This design comes from an exercise in tuning for small area, a short achievable clock period and few clock cycles on the open sky130 flow, not from production work.
The RTL was checked by simulation tests, not by an equivalence proof against the original design.
Power and IR drop assume default switching activity.

==> design/flow/design.v <==
module vpe_stripe_solver (
  input             clk,
  input             rst_n,
  input             start,
  input             cfg_scheme,      
  input      [3:0]  cfg_ngroups,     
  input      [47:0] cfg_gsize,       
  input      [63:0] fail_data,       
  input      [7:0]  fail_lp,         
  input             fail_gp,         
  output            busy,
  output            done,
  output     [1:0]  cls_rollup,
  output     [15:0] cls_group,       
  output     [1:0]  cls_gp,
  output            rd_valid,
  output     [5:0]  rd_slot,
  input             rd_ready,
  input      [31:0] rd_data,
  output            out_valid,
  output     [5:0]  out_slot,
  output     [31:0] out_data,
  input             out_ready
);
  localparam [1:0] C_OK = 2'd0, C_REC = 2'd1, C_DL = 2'd2;
  localparam [2:0] S_IDLE  = 3'd0,
                   S_READ  = 3'd1,
                   S_FIX   = 3'd2,
                   S_SOLVE = 3'd3,
                   S_EMIT  = 3'd4,
                   S_DONE  = 3'd5;
  function automatic [7:0] gf_mul(input [7:0] a, input [7:0] b);
    reg [7:0] r, x;
    integer i;
    begin
      r = 8'd0;
      x = a;
      for (i = 0; i < 8; i = i + 1) begin
        if (b[i]) r = r ^ x;
        x = {x[6:0], 1'b0} ^ (x[7] ? 8'h1d : 8'h00);
      end
      gf_mul = r;
    end
  endfunction
  function automatic [31:0] gf_mulw(input [7:0] c, input [31:0] w);
    begin
      gf_mulw = {gf_mul(c, w[31:24]), gf_mul(c, w[23:16]),
                 gf_mul(c, w[15:8]),  gf_mul(c, w[7:0])};
    end
  endfunction
  function automatic [7:0] gf_inv(input [7:0] a);
    case (a)
      8'h00: gf_inv = 8'h00;
      8'h01: gf_inv = 8'h01;
      8'h02: gf_inv = 8'h8e;
      8'h03: gf_inv = 8'hf4;
      8'h04: gf_inv = 8'h47;
      8'h05: gf_inv = 8'ha7;
      8'h06: gf_inv = 8'h7a;
      8'h07: gf_inv = 8'hba;
      8'h08: gf_inv = 8'had;
      8'h09: gf_inv = 8'h9d;
      8'h0a: gf_inv = 8'hdd;
      8'h0b: gf_inv = 8'h98;
      8'h0c: gf_inv = 8'h3d;
      8'h0d: gf_inv = 8'haa;
      8'h0e: gf_inv = 8'h5d;
      8'h0f: gf_inv = 8'h96;
      8'h10: gf_inv = 8'hd8;
      8'h11: gf_inv = 8'h72;
      8'h12: gf_inv = 8'hc0;
      8'h13: gf_inv = 8'h58;
      8'h14: gf_inv = 8'he0;
      8'h15: gf_inv = 8'h3e;
      8'h16: gf_inv = 8'h4c;
      8'h17: gf_inv = 8'h66;
      8'h18: gf_inv = 8'h90;
      8'h19: gf_inv = 8'hde;
      8'h1a: gf_inv = 8'h55;
      8'h1b: gf_inv = 8'h80;
      8'h1c: gf_inv = 8'ha0;
      8'h1d: gf_inv = 8'h83;
      8'h1e: gf_inv = 8'h4b;
      8'h1f: gf_inv = 8'h2a;
      8'h20: gf_inv = 8'h6c;
      8'h21: gf_inv = 8'hed;
      8'h22: gf_inv = 8'h39;
      8'h23: gf_inv = 8'h51;
      8'h24: gf_inv = 8'h60;
      8'h25: gf_inv = 8'h56;
      8'h26: gf_inv = 8'h2c;
      8'h27: gf_inv = 8'h8a;
      8'h28: gf_inv = 8'h70;
      8'h29: gf_inv = 8'hd0;
      8'h2a: gf_inv = 8'h1f;
      8'h2b: gf_inv = 8'h4a;
      8'h2c: gf_inv = 8'h26;
      8'h2d: gf_inv = 8'h8b;
      8'h2e: gf_inv = 8'h33;
      8'h2f: gf_inv = 8'h6e;
      8'h30: gf_inv = 8'h48;
      8'h31: gf_inv = 8'h89;
      8'h32: gf_inv = 8'h6f;
      8'h33: gf_inv = 8'h2e;
      8'h34: gf_inv = 8'ha4;
      8'h35: gf_inv = 8'hc3;
      8'h36: gf_inv = 8'h40;
      8'h37: gf_inv = 8'h5e;
      8'h38: gf_inv = 8'h50;
      8'h39: gf_inv = 8'h22;
      8'h3a: gf_inv = 8'hcf;
      8'h3b: gf_inv = 8'ha9;
      8'h3c: gf_inv = 8'hab;
      8'h3d: gf_inv = 8'h0c;
      8'h3e: gf_inv = 8'h15;
      8'h3f: gf_inv = 8'he1;
      8'h40: gf_inv = 8'h36;
      8'h41: gf_inv = 8'h5f;
      8'h42: gf_inv = 8'hf8;
      8'h43: gf_inv = 8'hd5;
      8'h44: gf_inv = 8'h92;
      8'h45: gf_inv = 8'h4e;
      8'h46: gf_inv = 8'ha6;
      8'h47: gf_inv = 8'h04;
      8'h48: gf_inv = 8'h30;
      8'h49: gf_inv = 8'h88;
      8'h4a: gf_inv = 8'h2b;
      8'h4b: gf_inv = 8'h1e;
      8'h4c: gf_inv = 8'h16;
      8'h4d: gf_inv = 8'h67;
      8'h4e: gf_inv = 8'h45;
      8'h4f: gf_inv = 8'h93;
      8'h50: gf_inv = 8'h38;
      8'h51: gf_inv = 8'h23;
      8'h52: gf_inv = 8'h68;
      8'h53: gf_inv = 8'h8c;
      8'h54: gf_inv = 8'h81;
      8'h55: gf_inv = 8'h1a;
      8'h56: gf_inv = 8'h25;
      8'h57: gf_inv = 8'h61;
      8'h58: gf_inv = 8'h13;
      8'h59: gf_inv = 8'hc1;
      8'h5a: gf_inv = 8'hcb;
      8'h5b: gf_inv = 8'h63;
      8'h5c: gf_inv = 8'h97;
      8'h5d: gf_inv = 8'h0e;
      8'h5e: gf_inv = 8'h37;
      8'h5f: gf_inv = 8'h41;
      8'h60: gf_inv = 8'h24;
      8'h61: gf_inv = 8'h57;
      8'h62: gf_inv = 8'hca;
      8'h63: gf_inv = 8'h5b;
      8'h64: gf_inv = 8'hb9;
      8'h65: gf_inv = 8'hc4;
      8'h66: gf_inv = 8'h17;
      8'h67: gf_inv = 8'h4d;
      8'h68: gf_inv = 8'h52;
      8'h69: gf_inv = 8'h8d;
      8'h6a: gf_inv = 8'hef;
      8'h6b: gf_inv = 8'hb3;
      8'h6c: gf_inv = 8'h20;
      8'h6d: gf_inv = 8'hec;
      8'h6e: gf_inv = 8'h2f;
      8'h6f: gf_inv = 8'h32;
      8'h70: gf_inv = 8'h28;
      8'h71: gf_inv = 8'hd1;
      8'h72: gf_inv = 8'h11;
      8'h73: gf_inv = 8'hd9;
      8'h74: gf_inv = 8'he9;
      8'h75: gf_inv = 8'hfb;
      8'h76: gf_inv = 8'hda;
      8'h77: gf_inv = 8'h79;
      8'h78: gf_inv = 8'hdb;
      8'h79: gf_inv = 8'h77;
      8'h7a: gf_inv = 8'h06;
      8'h7b: gf_inv = 8'hbb;
      8'h7c: gf_inv = 8'h84;
      8'h7d: gf_inv = 8'hcd;
      8'h7e: gf_inv = 8'hfe;
      8'h7f: gf_inv = 8'hfc;
      8'h80: gf_inv = 8'h1b;
      8'h81: gf_inv = 8'h54;
      8'h82: gf_inv = 8'ha1;
      8'h83: gf_inv = 8'h1d;
      8'h84: gf_inv = 8'h7c;
      8'h85: gf_inv = 8'hcc;
      8'h86: gf_inv = 8'he4;
      8'h87: gf_inv = 8'hb0;
      8'h88: gf_inv = 8'h49;
      8'h89: gf_inv = 8'h31;
      8'h8a: gf_inv = 8'h27;
      8'h8b: gf_inv = 8'h2d;
      8'h8c: gf_inv = 8'h53;
      8'h8d: gf_inv = 8'h69;
      8'h8e: gf_inv = 8'h02;
      8'h8f: gf_inv = 8'hf5;
      8'h90: gf_inv = 8'h18;
      8'h91: gf_inv = 8'hdf;
      8'h92: gf_inv = 8'h44;
      8'h93: gf_inv = 8'h4f;
      8'h94: gf_inv = 8'h9b;
      8'h95: gf_inv = 8'hbc;
      8'h96: gf_inv = 8'h0f;
      8'h97: gf_inv = 8'h5c;
      8'h98: gf_inv = 8'h0b;
      8'h99: gf_inv = 8'hdc;
      8'h9a: gf_inv = 8'hbd;
      8'h9b: gf_inv = 8'h94;
      8'h9c: gf_inv = 8'hac;
      8'h9d: gf_inv = 8'h09;
      8'h9e: gf_inv = 8'hc7;
      8'h9f: gf_inv = 8'ha2;
      8'ha0: gf_inv = 8'h1c;
      8'ha1: gf_inv = 8'h82;
      8'ha2: gf_inv = 8'h9f;
      8'ha3: gf_inv = 8'hc6;
      8'ha4: gf_inv = 8'h34;
      8'ha5: gf_inv = 8'hc2;
      8'ha6: gf_inv = 8'h46;
      8'ha7: gf_inv = 8'h05;
      8'ha8: gf_inv = 8'hce;
      8'ha9: gf_inv = 8'h3b;
      8'haa: gf_inv = 8'h0d;
      8'hab: gf_inv = 8'h3c;
      8'hac: gf_inv = 8'h9c;
      8'had: gf_inv = 8'h08;
      8'hae: gf_inv = 8'hbe;
      8'haf: gf_inv = 8'hb7;
      8'hb0: gf_inv = 8'h87;
      8'hb1: gf_inv = 8'he5;
      8'hb2: gf_inv = 8'hee;
      8'hb3: gf_inv = 8'h6b;
      8'hb4: gf_inv = 8'heb;
      8'hb5: gf_inv = 8'hf2;
      8'hb6: gf_inv = 8'hbf;
      8'hb7: gf_inv = 8'haf;
      8'hb8: gf_inv = 8'hc5;
      8'hb9: gf_inv = 8'h64;
      8'hba: gf_inv = 8'h07;
      8'hbb: gf_inv = 8'h7b;
      8'hbc: gf_inv = 8'h95;
      8'hbd: gf_inv = 8'h9a;
      8'hbe: gf_inv = 8'hae;
      8'hbf: gf_inv = 8'hb6;
      8'hc0: gf_inv = 8'h12;
      8'hc1: gf_inv = 8'h59;
      8'hc2: gf_inv = 8'ha5;
      8'hc3: gf_inv = 8'h35;
      8'hc4: gf_inv = 8'h65;
      8'hc5: gf_inv = 8'hb8;
      8'hc6: gf_inv = 8'ha3;
      8'hc7: gf_inv = 8'h9e;
      8'hc8: gf_inv = 8'hd2;
      8'hc9: gf_inv = 8'hf7;
      8'hca: gf_inv = 8'h62;
      8'hcb: gf_inv = 8'h5a;
      8'hcc: gf_inv = 8'h85;
      8'hcd: gf_inv = 8'h7d;
      8'hce: gf_inv = 8'ha8;
      8'hcf: gf_inv = 8'h3a;
      8'hd0: gf_inv = 8'h29;
      8'hd1: gf_inv = 8'h71;
      8'hd2: gf_inv = 8'hc8;
      8'hd3: gf_inv = 8'hf6;
      8'hd4: gf_inv = 8'hf9;
      8'hd5: gf_inv = 8'h43;
      8'hd6: gf_inv = 8'hd7;
      8'hd7: gf_inv = 8'hd6;
      8'hd8: gf_inv = 8'h10;
      8'hd9: gf_inv = 8'h73;
      8'hda: gf_inv = 8'h76;
      8'hdb: gf_inv = 8'h78;
      8'hdc: gf_inv = 8'h99;
      8'hdd: gf_inv = 8'h0a;
      8'hde: gf_inv = 8'h19;
      8'hdf: gf_inv = 8'h91;
      8'he0: gf_inv = 8'h14;
      8'he1: gf_inv = 8'h3f;
      8'he2: gf_inv = 8'he6;
      8'he3: gf_inv = 8'hf0;
      8'he4: gf_inv = 8'h86;
      8'he5: gf_inv = 8'hb1;
      8'he6: gf_inv = 8'he2;
      8'he7: gf_inv = 8'hf1;
      8'he8: gf_inv = 8'hfa;
      8'he9: gf_inv = 8'h74;
      8'hea: gf_inv = 8'hf3;
      8'heb: gf_inv = 8'hb4;
      8'hec: gf_inv = 8'h6d;
      8'hed: gf_inv = 8'h21;
      8'hee: gf_inv = 8'hb2;
      8'hef: gf_inv = 8'h6a;
      8'hf0: gf_inv = 8'he3;
      8'hf1: gf_inv = 8'he7;
      8'hf2: gf_inv = 8'hb5;
      8'hf3: gf_inv = 8'hea;
      8'hf4: gf_inv = 8'h03;
      8'hf5: gf_inv = 8'h8f;
      8'hf6: gf_inv = 8'hd3;
      8'hf7: gf_inv = 8'hc9;
      8'hf8: gf_inv = 8'h42;
      8'hf9: gf_inv = 8'hd4;
      8'hfa: gf_inv = 8'he8;
      8'hfb: gf_inv = 8'h75;
      8'hfc: gf_inv = 8'h7f;
      8'hfd: gf_inv = 8'hff;
      8'hfe: gf_inv = 8'h7e;
      8'hff: gf_inv = 8'hfd;
      default: gf_inv = 8'h00;
    endcase
  endfunction
  function automatic [7:0] gf_pow2(input [5:0] k);
    case (k)
      6'd0: gf_pow2 = 8'h01;
      6'd1: gf_pow2 = 8'h02;
      6'd2: gf_pow2 = 8'h04;
      6'd3: gf_pow2 = 8'h08;
      6'd4: gf_pow2 = 8'h10;
      6'd5: gf_pow2 = 8'h20;
      6'd6: gf_pow2 = 8'h40;
      6'd7: gf_pow2 = 8'h80;
      6'd8: gf_pow2 = 8'h1d;
      6'd9: gf_pow2 = 8'h3a;
      6'd10: gf_pow2 = 8'h74;
      6'd11: gf_pow2 = 8'he8;
      6'd12: gf_pow2 = 8'hcd;
      6'd13: gf_pow2 = 8'h87;
      6'd14: gf_pow2 = 8'h13;
      6'd15: gf_pow2 = 8'h26;
      6'd16: gf_pow2 = 8'h4c;
      6'd17: gf_pow2 = 8'h98;
      6'd18: gf_pow2 = 8'h2d;
      6'd19: gf_pow2 = 8'h5a;
      6'd20: gf_pow2 = 8'hb4;
      6'd21: gf_pow2 = 8'h75;
      6'd22: gf_pow2 = 8'hea;
      6'd23: gf_pow2 = 8'hc9;
      6'd24: gf_pow2 = 8'h8f;
      6'd25: gf_pow2 = 8'h03;
      6'd26: gf_pow2 = 8'h06;
      6'd27: gf_pow2 = 8'h0c;
      6'd28: gf_pow2 = 8'h18;
      6'd29: gf_pow2 = 8'h30;
      6'd30: gf_pow2 = 8'h60;
      6'd31: gf_pow2 = 8'hc0;
      6'd32: gf_pow2 = 8'h9d;
      6'd33: gf_pow2 = 8'h27;
      6'd34: gf_pow2 = 8'h4e;
      6'd35: gf_pow2 = 8'h9c;
      6'd36: gf_pow2 = 8'h25;
      6'd37: gf_pow2 = 8'h4a;
      6'd38: gf_pow2 = 8'h94;
      6'd39: gf_pow2 = 8'h35;
      6'd40: gf_pow2 = 8'h6a;
      6'd41: gf_pow2 = 8'hd4;
      6'd42: gf_pow2 = 8'hb5;
      6'd43: gf_pow2 = 8'h77;
      6'd44: gf_pow2 = 8'hee;
      6'd45: gf_pow2 = 8'hc1;
      6'd46: gf_pow2 = 8'h9f;
      6'd47: gf_pow2 = 8'h23;
      6'd48: gf_pow2 = 8'h46;
      6'd49: gf_pow2 = 8'h8c;
      6'd50: gf_pow2 = 8'h05;
      6'd51: gf_pow2 = 8'h0a;
      6'd52: gf_pow2 = 8'h14;
      6'd53: gf_pow2 = 8'h28;
      6'd54: gf_pow2 = 8'h50;
      6'd55: gf_pow2 = 8'ha0;
      6'd56: gf_pow2 = 8'h5d;
      6'd57: gf_pow2 = 8'hba;
      6'd58: gf_pow2 = 8'h69;
      6'd59: gf_pow2 = 8'hd2;
      6'd60: gf_pow2 = 8'hb9;
      6'd61: gf_pow2 = 8'h6f;
      6'd62: gf_pow2 = 8'hde;
      6'd63: gf_pow2 = 8'ha1;
      default: gf_pow2 = 8'h01;
    endcase
  endfunction
  function automatic [7:0] coef(input sch, input [5:0] k);
    begin
      coef = sch ? 8'h01 : gf_pow2(k);
    end
  endfunction
  reg        scheme;
  reg [3:0]  ng;
  reg [5:0]  gsize [0:7];
  reg [63:0] fdata;
  reg [7:0]  flp;
  reg        fgp;
  reg [2:0]  state;
  reg [5:0]  slot;
  reg [2:0]  gidx;
  reg [31:0] pacc [0:7];    
  reg [31:0] qacc;          
  reg [31:0] vi, vj;        
  reg [1:0]  cnt [0:7];                 
  reg [5:0]  first [0:7];               
  reg [5:0]  second [0:7];              
  reg [2:0]  cur_grp;                   
  reg [5:0]  grp_left;                  
  reg [6:0]  ndata;
  reg [6:0]  ngp_slot;                  
  reg        poff [0:7];
  reg        need_ok [0:7];             
  reg        gdet [0:7];
  reg [1:0]  gcls [0:7];
  reg [1:0]  qcls;
  reg [1:0]  rollup;
  reg        has_tgt;
  reg [2:0]  tgt;
  reg        any_dl;
  integer    g, h;
  always @* begin
    ndata = 7'd0;
    for (g = 0; g < 8; g = g + 1)
      if (g < ng) ndata = ndata + {1'b0, gsize[g]};
    ngp_slot = ndata + {3'd0, ng};
    for (g = 0; g < 8; g = g + 1) begin
      poff[g] = (g < ng) && flp[g];
      if (!scheme)
        need_ok[g] = (cnt[g] == 2'd0) || (cnt[g] == 2'd1 && !poff[g]);
      else
        need_ok[g] = !(poff[g] && cnt[g] != 2'd0);
    end
    for (g = 0; g < 8; g = g + 1) begin
      if (!scheme) begin
        if (need_ok[g])
          gdet[g] = 1'b1;
        else if ((cnt[g] == 2'd1 && poff[g]) || (cnt[g] == 2'd2 && !poff[g])) begin
          gdet[g] = !fgp;
          for (h = 0; h < 8; h = h + 1)
            if (h != g && !need_ok[h]) gdet[g] = 1'b0;
        end else
          gdet[g] = 1'b0;
      end else begin
        if (!poff[g])
          gdet[g] = (cnt[g] <= 2'd1);
        else if (cnt[g] == 2'd0)
          gdet[g] = 1'b1;
        else if (cnt[g] == 2'd1) begin
          gdet[g] = !fgp;
          for (h = 0; h < 8; h = h + 1)
            if (h != g && !need_ok[h]) gdet[g] = 1'b0;
        end else
          gdet[g] = 1'b0;
      end
    end
    any_dl = 1'b0;
    for (g = 0; g < 8; g = g + 1) begin
      if (g >= ng || (cnt[g] == 2'd0 && !poff[g])) gcls[g] = C_OK;
      else if (gdet[g])                             gcls[g] = C_REC;
      else                                          gcls[g] = C_DL;
      if (gcls[g] == C_DL) any_dl = 1'b1;
    end
    if (!fgp)         qcls = C_OK;
    else if (!any_dl) qcls = C_REC;
    else              qcls = C_DL;
    rollup = C_OK;
    for (g = 0; g < 8; g = g + 1)
      if (gcls[g] == C_REC) rollup = C_REC;
    if (qcls == C_REC) rollup = C_REC;
    if (any_dl || qcls == C_DL) rollup = C_DL;
    has_tgt = 1'b0;
    tgt     = 3'd0;
    for (g = 0; g < 8; g = g + 1)
      if (g < ng && gdet[g] &&
          ((cnt[g] == 2'd1 && poff[g]) || (!scheme && cnt[g] == 2'd2 && !poff[g]))) begin
        has_tgt = 1'b1;
        tgt     = g[2:0];
      end
  end
  reg       s_data, s_lp, s_gp, s_failed;
  reg [2:0] s_grp;
  /*verilator lint_off UNUSEDSIGNAL*/
  reg [6:0] s_lpidx;
  /*verilator lint_on UNUSEDSIGNAL*/
  always @* begin
    s_data   = ({1'b0, slot} < ndata);
    s_lp     = !s_data && ({1'b0, slot} < ngp_slot);
    s_gp     = ({1'b0, slot} == ngp_slot);
    s_lpidx  = {1'b0, slot} - ndata;
    s_grp    = s_data ? cur_grp : s_lpidx[2:0];
    s_failed = s_data ? fdata[slot] :
               s_lp   ? flp[s_grp]  :
               s_gp   ? fgp         : 1'b0;
  end
  wire last_slot = ({1'b0, slot} == ngp_slot);
  wire        rd_fire  = (state == S_READ) && !s_failed && rd_ready;
  wire [31:0] rd_wdata = gf_mulw(coef(scheme, slot), rd_data);
  wire        fix_en   = ({1'b0, gidx} < ng) && !(has_tgt && gidx == tgt) &&
                         !poff[gidx] && (cnt[gidx] != 2'd0);
  wire [31:0] fix_term = gf_mulw(coef(scheme, first[gidx]), pacc[gidx]);
  wire [7:0]  ci     = coef(scheme, first[tgt]);
  wire [7:0]  cj     = coef(scheme, second[tgt]);
  wire        two    = (cnt[tgt] == 2'd2);
  wire [31:0] qprime = two ? (qacc ^ gf_mulw(cj, pacc[tgt])) : qacc;
  wire [7:0]  dinv   = gf_inv(two ? (ci ^ cj) : ci);
  wire [31:0] sol_i  = gf_mulw(dinv, qprime);
  reg [31:0] e_val;
  reg [1:0]  e_cls;
  always @* begin
    e_cls = s_gp ? qcls : gcls[s_grp];
    if (s_gp)
      e_val = qacc;
    else if (has_tgt && s_grp == tgt)
      e_val = (s_data && two && slot == second[tgt]) ? vj :
              s_data                          ? vi : vj;
    else
      e_val = pacc[s_grp];
  end
  task advance_group;
    begin
      if (grp_left == 6'd1) begin
        cur_grp  <= cur_grp + 3'd1;
        grp_left <= gsize[cur_grp + 3'd1];
      end else
        grp_left <= grp_left - 6'd1;
    end
  endtask
  always @(posedge clk) begin
    if (!rst_n) begin
      state <= S_IDLE;
      slot  <= 6'd0;
      gidx  <= 3'd0;
    end else begin
      case (state)
        S_IDLE, S_DONE: begin
          state <= S_IDLE;
          if (start) begin
            scheme <= cfg_scheme;
            ng     <= cfg_ngroups;
            for (g = 0; g < 8; g = g + 1)
              gsize[g] <= cfg_gsize[6*g +: 6];
            fdata  <= fail_data;
            flp    <= fail_lp;
            fgp    <= fail_gp;
            for (g = 0; g < 8; g = g + 1)
              pacc[g] <= 32'd0;
            qacc   <= 32'd0;
            for (g = 0; g < 8; g = g + 1) begin
              cnt[g]    <= 2'd0;
              first[g]  <= 6'd0;
              second[g] <= 6'd0;
            end
            cur_grp  <= 3'd0;
            grp_left <= cfg_gsize[5:0];
            slot     <= 6'd0;
            state    <= S_READ;
          end
        end
        S_READ: begin
          if (s_failed || rd_ready) begin
            if (rd_fire) begin
              if (s_data) begin
                pacc[s_grp] <= pacc[s_grp] ^ rd_data;
                qacc        <= qacc ^ rd_wdata;
              end else if (s_lp) begin
                pacc[s_grp] <= pacc[s_grp] ^ rd_data;
              end else begin
                qacc        <= qacc ^ rd_data;
              end
            end
            if (s_data && s_failed) begin
              if (cnt[cur_grp] == 2'd0)      first[cur_grp]  <= slot;
              else if (cnt[cur_grp] == 2'd1) second[cur_grp] <= slot;
              if (cnt[cur_grp] != 2'd3)      cnt[cur_grp]    <= cnt[cur_grp] + 2'd1;
            end
            if (s_data) advance_group();
            if (last_slot) begin
              gidx  <= 3'd0;
              state <= S_FIX;
            end else
              slot <= slot + 6'd1;
          end
        end
        S_FIX: begin
          if (fix_en) qacc <= qacc ^ fix_term;
          gidx <= gidx + 3'd1;
          if (gidx == 3'd7) state <= S_SOLVE;
        end
        S_SOLVE: begin
          vi    <= sol_i;
          vj    <= pacc[tgt] ^ sol_i;
          cur_grp  <= 3'd0;
          grp_left <= gsize[0];
          slot     <= 6'd0;
          state    <= S_EMIT;
        end
        S_EMIT: begin
          if (!(s_failed && e_cls == C_REC) || out_ready) begin
            if (s_data) advance_group();
            if (last_slot) state <= S_DONE;
            else           slot  <= slot + 6'd1;
          end
        end
        default: state <= S_IDLE;
      endcase
    end
  end
  assign busy      = !(state == S_IDLE || state == S_DONE);
  assign done      = (state == S_DONE);
  assign rd_valid  = (state == S_READ) && !s_failed;
  assign rd_slot   = slot;
  assign out_valid = (state == S_EMIT) && s_failed && (e_cls == C_REC);
  assign out_slot  = slot;
  assign out_data  = e_val;
  reg [15:0] cls_group_r;
  always @* begin
    for (g = 0; g < 8; g = g + 1)
      cls_group_r[2*g +: 2] = gcls[g];
  end
  assign cls_rollup = done ? rollup : 2'd0;
  assign cls_group  = done ? cls_group_r : 16'd0;
  assign cls_gp     = done ? qcls : 2'd0;
endmodule
==> design/flow/run.sh <==
#!/bin/bash
# synth_recipe.tcl (not shown) runs the flow's synth.tcl, then flattens the netlist and writes it again
# the make line also repeats each setting of config.mk as NAME=value (left out here)
make -C /OpenROAD-flow-scripts/flow DESIGN_CONFIG=/design/flow/config.mk WORK_HOME=/design/flow/orfs CLKGATE_MAP_FILE= SYNTH_SCRIPT=/design/flow/synth_recipe.tcl finish
==> design/flow/config.mk <==
export PLATFORM = sky130hd
export DESIGN_NAME = vpe_stripe_solver
export DESIGN_NICKNAME = vpe_stripe_solver
export VERILOG_FILES = /design/flow/design.v
export SDC_FILE = /design/flow/constraint.sdc
export NUM_CORES = 4
export LEC_CHECK = 0
export CAP_MARGIN = 20
export CORE_MARGIN = 2
export CORE_UTILIZATION = 40
export SLEW_MARGIN = 20
==> design/flow/constraint.sdc <==
create_clock -name core_clock -period 14.0 [get_ports {clk}]
set_input_delay 2.8000 -clock core_clock [delete_from_list [all_inputs] [get_ports {clk}]]
set_output_delay 2.8000 -clock core_clock [all_outputs]
set_load 0.01 [all_outputs]
==> qor.yml <==
power:
  power.density_cell_area_nw_per_um2: 220.7
  static-leakage-power_nw: 25.06
  irDropWorstVdd_uv: 330.8
  netSwitchingFraction_pct: 45.03
  intPower_mw: 8.460
  seq_power_share_pct: 17.8
  power.net_switching_mw: 6.930
  clock_power_share_pct: 12.8
  combPwrFrac_pct: 69.4
routing:
  totalWireLength_um: 246200
  wl_per_cell_um: 26.65
  dr_total_vias: 57510
  drt_pass1_iterations: 7
  route.detailed.vias_per_inst: 6.224
  drtAntennaViolNets: 0
  drcViolationCount: 0
  detail_route.iter0.violations: 7627
cts:
  clock_tree.buffer_depth: 3
  cts_sinks: 625
  tritoncts.num_buffers: 75
  worstSkewPairLatency_ns: 0.69
  clock_tree.root_cell: "sky130_fd_sc_hd__clkbuf_16"
  clkTransAtPathRegs_ns: 0.06
  h-tree-depth: 3
  tritoncts: "yes"
  holdBufCountCts: 0
layout:
  area_growth_pct: 13.95
  final_common_cell: "sky130_fd_sc_hd__nor2_1"
  finish.instance_area_sq_um: 69730
  seqCellArea_sq_um: 18520
  post_layout_nonfiller_instances: 9239
  nNetsFinal: 7446
  n_fill_cell: 14490
  post_route_cells_drive_above_1_share_pct: 13.16
  multi_input_comb_area_sq_um: 40700
  mostFrequentLayoutCells: "1238 x sky130_fd_sc_hd__nor2_1, 818 x sky130_fd_sc_hd__nand2_1, 737 x sky130_fd_sc_hd__xnor2_1, 599 x sky130_fd_sc_hd__edfxtp_1, 301 x sky130_fd_sc_hd__a21oi_1"
yosys:
  post_synth_edffs: 599
  yosysWarnings: 6
  yosysUniqueCellTypes: 120
  post_synth_main_area_contributors: "sky130_fd_sc_hd__edfxtp_1 29%, sky130_fd_sc_hd__xnor2_1 11%, sky130_fd_sc_hd__nor2_1 7.6%"
  async_reset_ff_share_pct: 0
  synthDominantAreaCellType: "sky130_fd_sc_hd__edfxtp_1"
  syn_inst: 7044
  synth_fp_nets: 7347
  ys_seq_elements: 625
  synth-main-ff-cell: "sky130_fd_sc_hd__edfxtp_1"
  seq_area_frac_synth_pct: 30.25
  netlist.area_leader.share_pct: 29.39
  syn_area_sq_um: 61190
  post_synth.cell_area_avg_sq_um: 8.687
timing:
  minimum_clock_period_after_layout_ns: 13.61
  fmax_ghz: 0.07349
  finalHoldViolations: 0
  worstMarginPinSlew_ns: 1.175
  finalSetupViolCount: 0
  min_period_over_period_pct: 97.20
  post_route_skew_ns: 0.03730
  timing.slew.headroom_pct: 19.46
  fin_setup_tns_ns: 0
  timing.final.max_slew_violations: 0
  rsz0062_at_grt: "yes"
floorplan:
  initial_utilization_pct: 40.28
  core_outline_area_sq_um: 151900
  io-pin-count: 231
  die_height_um: 395.1
  std_cell_rows: 143
  die_area_sq_um: 156100
  die_w_um: 395.1
grt:
  grt_use_total_pct: 30.29
  grt_max_degree: 86
  groute.layer.met1.usage_pct: 39.84
  gr-max-usage-layer: "met2"
  antenna_found_initial: 7
  groute.layer.met2.usage_pct: 48.86
  global_route.usage.met3_pct: 5.726
  grt_first_pass_wirelength_um: 358800
  first_global_vias: 53990
  grt.overflow.total: 0
worst_setup_path:
  timing.critical_path.slowest_stage_cell: "sky130_fd_sc_hd__or4_4"
  cp_startpoint_kind: "flip-flop"
  crit_path_end_kind: "output pin"
  timing.critical_path.slowest_cell_delay_ns: 0.57
  crit_path_max_fanout: 17
  criticalPathCategory: "reg2out"
  worstPathRequired_ns: 11.20
  ff2ff_setup_slack_ns: 1.52
  worst-endpoint-arrival_ns: 10.81
placement:
  placedCellCount: 9060
  post_placement_cell_area_sq_um: 66320
  hpwl_um: 173000
  place_congestion: 0.9759
  io_buffer_count: 230
run:
  max_cap_viol_count: 0
outcome:
  status: "complete, no violations"
hold_path:
  hold_path.class: "reg2reg"
[per-stage QoR]
step           total power [mW]  worst slack, ns  hold slack [ns]  util (%)
6_report                  15.39           0.3923           0.6372     45.90
3_5_place_dp              12.94           0.1435           0.6187     43.66
2_1_floorplan             9.745           0.7855           0.6170         -
3_3_place_gp              12.83           0.2598           0.6162     43.63
4_1_cts                   15.06          0.01037           0.6374     45.49
5_1_grt                   16.18         -0.09054           0.6764     45.90
[sequential cells by signal (all words and copies together) (netlist names), named ones only]
signal	count
slot	6
second	48
qacc	32
cnt	16
vj	32
pacc	256
grp_left	6
gidx	3
first	48
state	3
vi	32
gsize	48
flp	8
cur_grp	3
ng	4
fdata	64
scheme	1
fgp	1
[worst max-delay path: cells and delay by family, from the launching register on]
family	cells	cell delay, ns
adder cells (fa/ha/maj)	9	3.77
AO/OA/AOI/OAI	9	1.19
flip-flops	1	0.39
AND/OR/NAND/NOR	11	1.51
multiplexers	6	1.57
buffers and inverters	10	1.68
[Yosys cell counts, drive strengths merged (23+ instances only)]
master and instances:
nand4 23, xnor3 63, and3 82, nor2b 58
a21o 39, mux2i 141, o21a 24, inv 121
mux4 173, a211oi 83, nor4 33, o221ai 25
a22oi 55, or3 25, nand2b 57, mux2 111
a21oi 319, a221oi 47, nor3 127, buf 185
nand2 829, o22ai 48, dfxtp 26, xnor2 765
o21ai 284, and2 83, xor2 192, a31oi 79
o211ai 53, ha 131, clkbuf 342, edfxtp 599
nor2 1249, nand3 209
[kinds of logic (layout without fill, tap and decap cells)]
family                     count (synthesis)  count (layout)  share of synthesized area (%)
AOI/OAI and AO/OA                       1328            1328                          14.67
xor gates and xnor gates                1028            1028                          16.69
adders and majority gates                140             140                          2.973
buffers and inverters                    652             812                          4.435
DFF                                      625             625                          30.25
muxes                                    425             425                          10.72
other                                      0               5                              0
and+or+nand+nor                         2846            2846                          20.27
[cell type report]
type | instances | area share (%)
Clock buffer | 89 | 2.828
Inverter | 125 | 0.6765
Tap cell | 2030 | 3.643
Clock inverter | 49 | 0.6567
Timing Repair Buffer | 549 | 7.248
Sequential cell | 625 | 26.56
Antenna cell | 5 | 0.01794
Multi-Input combinational cell | 5767 | 58.37
[metal layers]
metal | vias up | wire length, um
li1 | 25260 | -
met1 | 27900 | 94870
met2 | 3702 | 112600
met3 | 637 | 27430
met4 | 6 | 11280
met5 | - | 40
[power groups by stage]
stage	logic (mW)	clock network, mW	registers [mW]
floorplan	7.04	0	2.71
global placement	10.1	0	2.77
detailed placement	10.2	0	2.77
CTS	10.3	2.00	2.73
global route	11.4	2.06	2.74
finish	10.7	1.98	2.73
[what timing repair did]
item                       in CTS  in global routing
gates cloned                    4                  4
pin swaps                       2                  6
resized for setup              35                 80
setup endpoints to repair      34                 34
setup buffers                   9                 19
[final timing paths]
kind / end / depth (start not counted) / from
min: qacc[28] / 1 / state[2]
min reg2reg: qacc[28] / 1 / state[2]
max reg2reg: flip-flop / 52 / ng[3]
max: out_data[13] / 45 / ng[3]
Testbench counts, summed over its fixed seeds: cycles 211,579.

[static timing again, ports no longer ideal]
No port has a modelled driver above. Below, the same layout with a new extraction and two added sets of constraints. Step 1 (the two cells are an assumption about what drives the block):
set clk [get_ports {clk}]
set_driving_cell -lib_cell sky130_fd_sc_hd__clkbuf_16 $clk
set_driving_cell -lib_cell sky130_fd_sc_hd__buf_2 [delete_from_list [all_inputs] $clk]
Step 2 also shifts input and output timing later by t, the mid clock arrival at the registers, as if the neighbouring blocks saw the same clock. Three values: no drivers, after step 1, after step 2; two values: the first two.
shift t [ns]: 0.746
slack for setup (ns): 0.392 / 0.320 / 1.066
latest minus earliest clock arrival (ns): 0.041 / 0.040
slew at the worst register clock pin (ns): 0.08 / 0.08
After both steps this run still meets setup and hold. For this run, drivers alone change the setup slack by -0.072 ns; drivers and shift together by +0.674 ns.
